This design comes from an exercise in tuning for small area on the open sky130 flow, not from production work. Only simulation tests tie the RTL to the original design; equivalence was not proved.

== build 68 ==
==> flow/design.v (excerpt) <==
module drum_core (
    input  wire               clk,
    input  wire               rst,           
    input  wire               byte_valid,
    input  wire [7:0]         byte_data,
    output wire               byte_ready,
    input  wire               block_valid,
    input  wire [15:0]        block_fshift,  
    output wire               block_ready,
    input  wire [3:0]         press,         
    input  wire               overrun,
    output wire               out_valid,
    output wire signed [19:0] out_sample,
    output reg                overrun_flag
);
    localparam [4:0] S_IDLE = 5'd0,  S_SLOT = 5'd1,  S_YE   = 5'd2,  S_XT   = 5'd3,
                     S_LIN  = 5'd4,  S_YT   = 5'd5,  S_V    = 5'd6,  S_Q    = 5'd7,
                     S_IE   = 5'd8,  S_FM   = 5'd9,  S_PM   = 5'd10, S_MT   = 5'd11,
                     S_FC   = 5'd12, S_PC   = 5'd13, S_RAMP = 5'd14, S_DY   = 5'd15,
                     S_AMP  = 5'd16, S_Y    = 5'd17, S_NA   = 5'd19,
                     S_NT   = 5'd20, S_ADDN = 5'd21, S_SUBN = 5'd22, S_FINF = 5'd23,
                     S_FINT = 5'd24, S_OUT  = 5'd25, S_ZX   = 5'd26;
    reg [4:0] state;
    assign byte_ready  = (state == S_IDLE);
    assign block_ready = (state == S_IDLE);
    reg [1:0] phase;             
    reg       start_flag, stop_flag;
    reg [7:0] pending_note;
    reg [39:0] slot_note;        
    reg [4:0]  slot_active;
    reg [1:0]  var0, var1, var2;
    reg [3:0]  btn;
    reg [15:0] fshift;
    reg [15:0] lfsr;
    reg [13:0] cnt0, cnt1, cnt3;
    reg [14:0] cnt2, cnt6;
    reg [12:0] cnt4;
    reg [4:0]  sample_i;
    reg [5:0]  s;                
    reg [2:0]  drum;
    reg        in_trans;         
    reg        wrap;             
    reg        pend_y;           
    reg [19:0] acc;              
  ...
export LEC_CHECK = 0
export CAP_MARGIN = 20
export CORE_MARGIN = 2
export CORE_UTILIZATION = 30
export GPL_TIMING_DRIVEN = 0
export SLEW_MARGIN = 20
create_clock -name core_clock -period 30.0 [get_ports {clk}]
standard.sh (not shown) runs the stock make flow with config.mk's settings and CLKGATE_MAP_FILE= SYNTH_SCRIPT=/design/flow/synth_recipe.tcl, a recipe that flattens the netlist after the stock synthesis.
==> flow/flow/run.sh <==
#!/bin/bash
# Standard ORFS layout, with the combinational logic of the standard synthesis
# re-mapped by ABC for area before floorplanning. Registers (cells and names)
# are left exactly as the standard synthesis made them, and so are its full
# adders.
set -euo pipefail
HERE=$(pwd)
YOSYS=${YOSYS_EXE:-$FLOW_HOME/../tools/install/yosys/bin/yosys}
LIB=$FLOW_HOME/platforms/sky130hd/lib/sky130_fd_sc_hd__tt_025C_1v80.lib
RES=$HERE/orfs/results/$FLOW_PLATFORM/drum_core/base

bash standard.sh synth > $HERE/synth.log 2>&1

cp $RES/1_2_yosys.v $HERE/synth_std.v
SEQ=$(grep -oE 'cell \("?sky130_fd_sc_hd__(df|edf|sdf|dl|conb|fa_)[a-z0-9_]*' $LIB | sed -E 's/cell \("?//' | sort -u | tr '\n' ' ')
# ABC's results vary with its script: try a few and keep the smallest netlist.
best=""
best_area=""
i=0
for ABC in "+strash;dc2;dch,-f;amap;strash;dch,-f;amap;" \
           "+strash;dch,-f;amap;" \
           "+strash;resub,-K,8;dc2;dch,-f;amap;strash;dch,-f;amap;" \
           "+strash;dc2;dc2;dch,-f;amap;strash;dc2;dch,-f;amap;"; do
  i=$((i+1))
  sed -e "s#@LIB@#$LIB#g" -e "s#@SEQ@#$SEQ#g" -e "s#@IN@#$HERE/synth_std.v#g" \
      -e "s#@OUT@#$HERE/synth_remap_$i.v#g" -e "s#@TOP@#$FLOW_TOP#g" -e "s#@ABC@#$ABC#g" \
      flow/remap.ys > $HERE/remap_run_$i.ys
  if $YOSYS -q -l $HERE/remap_$i.log $HERE/remap_run_$i.ys > /dev/null 2>&1; then
    area=$( (grep -E "Chip area for module" $HERE/remap_$i.log || true) | tail -1 | awk "{print \$NF}")
    echo "remap $i: $area" >> $HERE/remap_summary.log
    if [[ -n "$area" ]] && { [[ -z "$best_area" ]] || awk "BEGIN{exit !($area < $best_area)}"; }; then
      best=$i; best_area=$area
    fi
  else
    echo "remap $i: failed" >> $HERE/remap_summary.log
  fi
done
if [[ -n "$best" ]]; then
  echo "using remap $best ($best_area)" >> $HERE/remap_summary.log
  cp $HERE/synth_remap_$best.v $HERE/synth_remap.v
else
  echo "all remaps failed; keeping the standard netlist" >> $HERE/remap_summary.log
  cp $HERE/synth_std.v $HERE/synth_remap.v
fi
cp $HERE/synth_remap.v $RES/1_2_yosys.v

# Clock tree: no dummy loads, and clusters sized for the flip-flop clock-pin
# slew limit.
CTS_ARGS="-sink_clustering_enable -repair_clock_nets -dont_use_dummy_load -sink_clustering_size 8 -sink_clustering_max_diameter 45 -sink_buffer_max_cap_derate 1.0 -buf_list {sky130_fd_sc_hd__clkbuf_4}"
bash standard.sh finish "CTS_ARGS=$CTS_ARGS" > $HERE/finish.log 2>&1
Other scripts of this flow, unchanged in this note and not shown: flow/flow/remap.ys
The following lists how build 92 was set up differently from build 68:
--- a/flow/config.mk
+++ b/flow/config.mk
@@ -10 +10 @@
-export CORE_UTILIZATION = 30
+export CORE_UTILIZATION = 45
[summary]
Build 92 completed every stage of the flow, and the final layout passed the timing, DRC and antenna checks.
Build 92: via count 96 below build 68
Compared with build 68, build 92 shows count of inserted tapcells lower by 34%.
Inputs modified between build 92 and build 32:
--- a/flow/flow/run.sh
+++ b/flow/flow/run.sh
@@ -23 +23,5 @@
-           "+strash;dc2;dc2;dch,-f;amap;strash;dc2;dch,-f;amap;"; do
+           "+strash;dc2;dc2;dch,-f;amap;strash;dc2;dch,-f;amap;" \
+           "+strash;dc2;resub,-K,8,-N,2;dch,-f;amap;strash;dch,-f;amap;" \
+           "+strash;dc2;dch,-f;amap;strash;dc2;dch,-f;amap;strash;dc2;dch,-f;amap;" \
+           "+strash;dch,-f;amap;strash;dch,-f;amap;strash;dch,-f;amap;" \
+           "+strash;drw;drf;dc2;dch,-f;amap;strash;dch,-f;amap;"; do
--- a/flow/config.mk
+++ b/flow/config.mk
@@ -10 +10 @@
-export CORE_UTILIZATION = 45
+export CORE_UTILIZATION = 30
@@ -11,0 +12 @@
+export PLACE_DENSITY = 0.9
[summary]
Build 32 reports its start point of the critical path as in_trans while build 92 reports drum[2]. Build 32 against build 92: number of cell instances on the worst register-to-register path decreased 1, synthesized area decreased about 0.45%, weighted congestion at the end of routability-driven global placement decreased 3.6%, area growth from synthesis to layout increased 1.5 points. Taking build 92 as the reference, in build 32 antenna diode count saw a decrease, total length of routed wires saw an increase. Global router's overall resource usage ended up 13 points lower on build 32 than on build 92. Area of the die ends up higher on build 32. Post-route cell area for build 32 is higher than for build 92.
[inputs] build 74 vs build 32
--- a/flow/flow/run.sh
+++ b/flow/flow/run.sh
@@ -23,5 +23 @@
-           "+strash;dc2;dc2;dch,-f;amap;strash;dc2;dch,-f;amap;" \
-           "+strash;dc2;resub,-K,8,-N,2;dch,-f;amap;strash;dch,-f;amap;" \
-           "+strash;dc2;dch,-f;amap;strash;dc2;dch,-f;amap;strash;dc2;dch,-f;amap;" \
-           "+strash;dch,-f;amap;strash;dch,-f;amap;strash;dch,-f;amap;" \
-           "+strash;drw;drf;dc2;dch,-f;amap;strash;dch,-f;amap;"; do
+           "+strash;dc2;dc2;dch,-f;amap;strash;dc2;dch,-f;amap;"; do
--- a/flow/config.mk
+++ b/flow/config.mk
@@ -8 +8 @@
-export CAP_MARGIN = 20
+export CAP_MARGIN = 10
@@ -10 +10 @@
-export CORE_UTILIZATION = 30
+export CORE_UTILIZATION = 45
@@ -12,2 +12 @@
-export PLACE_DENSITY = 0.9
-export SLEW_MARGIN = 20
+export SLEW_MARGIN = 10
[summary]
The synthesized area of build 74 exceeds that of build 32 by 120 um2.
From build 32 to build 74 the numbers moved as follows: net total in the final layout went up 14, met2 global-route usage went up.
For build 81, these inputs were changed with respect to build 74:
--- a/flow/flow/run.sh
+++ b/flow/flow/run.sh
@@ -23 +23,5 @@
-           "+strash;dc2;dc2;dch,-f;amap;strash;dc2;dch,-f;amap;"; do
+           "+strash;dc2;dc2;dch,-f;amap;strash;dc2;dch,-f;amap;" \
+           "+strash;dc2;resub,-K,8,-N,2;dch,-f;amap;strash;dch,-f;amap;" \
+           "+strash;dc2;dch,-f;amap;strash;dc2;dch,-f;amap;strash;dc2;dch,-f;amap;" \
+           "+strash;dch,-f;amap;strash;dch,-f;amap;strash;dch,-f;amap;" \
+           "+strash;drw;drf;dc2;dch,-f;amap;strash;dch,-f;amap;"; do
--- a/flow/config.mk
+++ b/flow/config.mk
@@ -8 +8 @@
-export CAP_MARGIN = 10
+export CAP_MARGIN = 20
@@ -12 +12 @@
-export SLEW_MARGIN = 10
+export SLEW_MARGIN = 20
## What came out
The flow did not stop early for build 81: all stages ran, and the layout cleared the timing, DRC and antenna checks. Build 81 reports its cell type of the slowest stage on the worst timing path as a2111oi_0 while build 74 reports nor2_1. Relative to build 74, build 81 improves worst setup slack. From build 74 to build 81 the numbers moved as follows: final-layout non-clock buffer area share essentially unchanged, worst hold-check slack shows an increase of 13 ps, number of global-route vias before repair shows an increase of 1.5%, time the worst path needs with I/O delays and setup went down. Any difference in multi-input gate area in the final layout between build 74 and build 81 is small enough to ignore. Compared with build 74, build 81 shows die area that has gone down slightly. As far as setup TNS goes, build 74 and build 81 are indistinguishable; the numbers are identical. Delta(global-route usage, build 81 - build 74) > 0.
Here is what was changed in the inputs of build 25 compared with build 81.
--- a/flow/config.mk
+++ b/flow/config.mk
@@ -11,0 +12 @@
+export PLACE_DENSITY = 0.8
### Flow results
Changes observed in build 25 relative to build 81: residual overflow from global routing barely changed, clock buffer instance count of the final layout barely changed, via total after detailed routing barely changed. There was hardly any difference in post-layout instance area between build 81 and build 25. Per the comparison of build 25 with build 81, overall track demand over capacity in global routing shrank by 1.2 points; final net count closely matched the old numbers. Build 81 ended up with a2111oi_0 as its cell type of the slowest stage on the worst timing path; build 25 ended up with fa_1.

==> port drivers added, routing unchanged <==
The results above use ideal ports. As a check the final layouts listed here were re-extracted and re-timed, cells and wires unchanged.
Step 1 assumes that a clkbuf_16 drives the clock port and a buf_2 every other input.
Step 2 times the ports against the registers' clock, not the clock port: input delays grow and output delays shrink by t, the midpoint of the rising clock arrivals with the driver on.
a / b / c = ideal ports / drivers / drivers and shift; a / b = the first two.
| run | shift t [ns] | setup WS [ns] | worst setup path at the end | worst data-port slew with drivers (ns) |
|---|---|---|---|---|
| build 68 | 0.839 | 2.536 / 2.536 / 2.536 | register to register | 0.07 |
| build 92 | 0.857 | 2.545 / 2.545 / 2.545 | register to register | 0.05 |
| build 32 | 0.798 | 2.948 / 2.948 / 2.948 | register to register | 0.08 |
| build 74 | 0.826 | 1.679 / 1.679 / 1.679 | register to register | 0.05 |
| build 81 | 0.799 | 2.479 / 2.479 / 2.479 | register to register | 0.04 |
| build 25 | 0.777 | 3.308 / 3.308 / 3.308 | register to register | 0.05 |
After both steps every run listed still meets setup and hold.
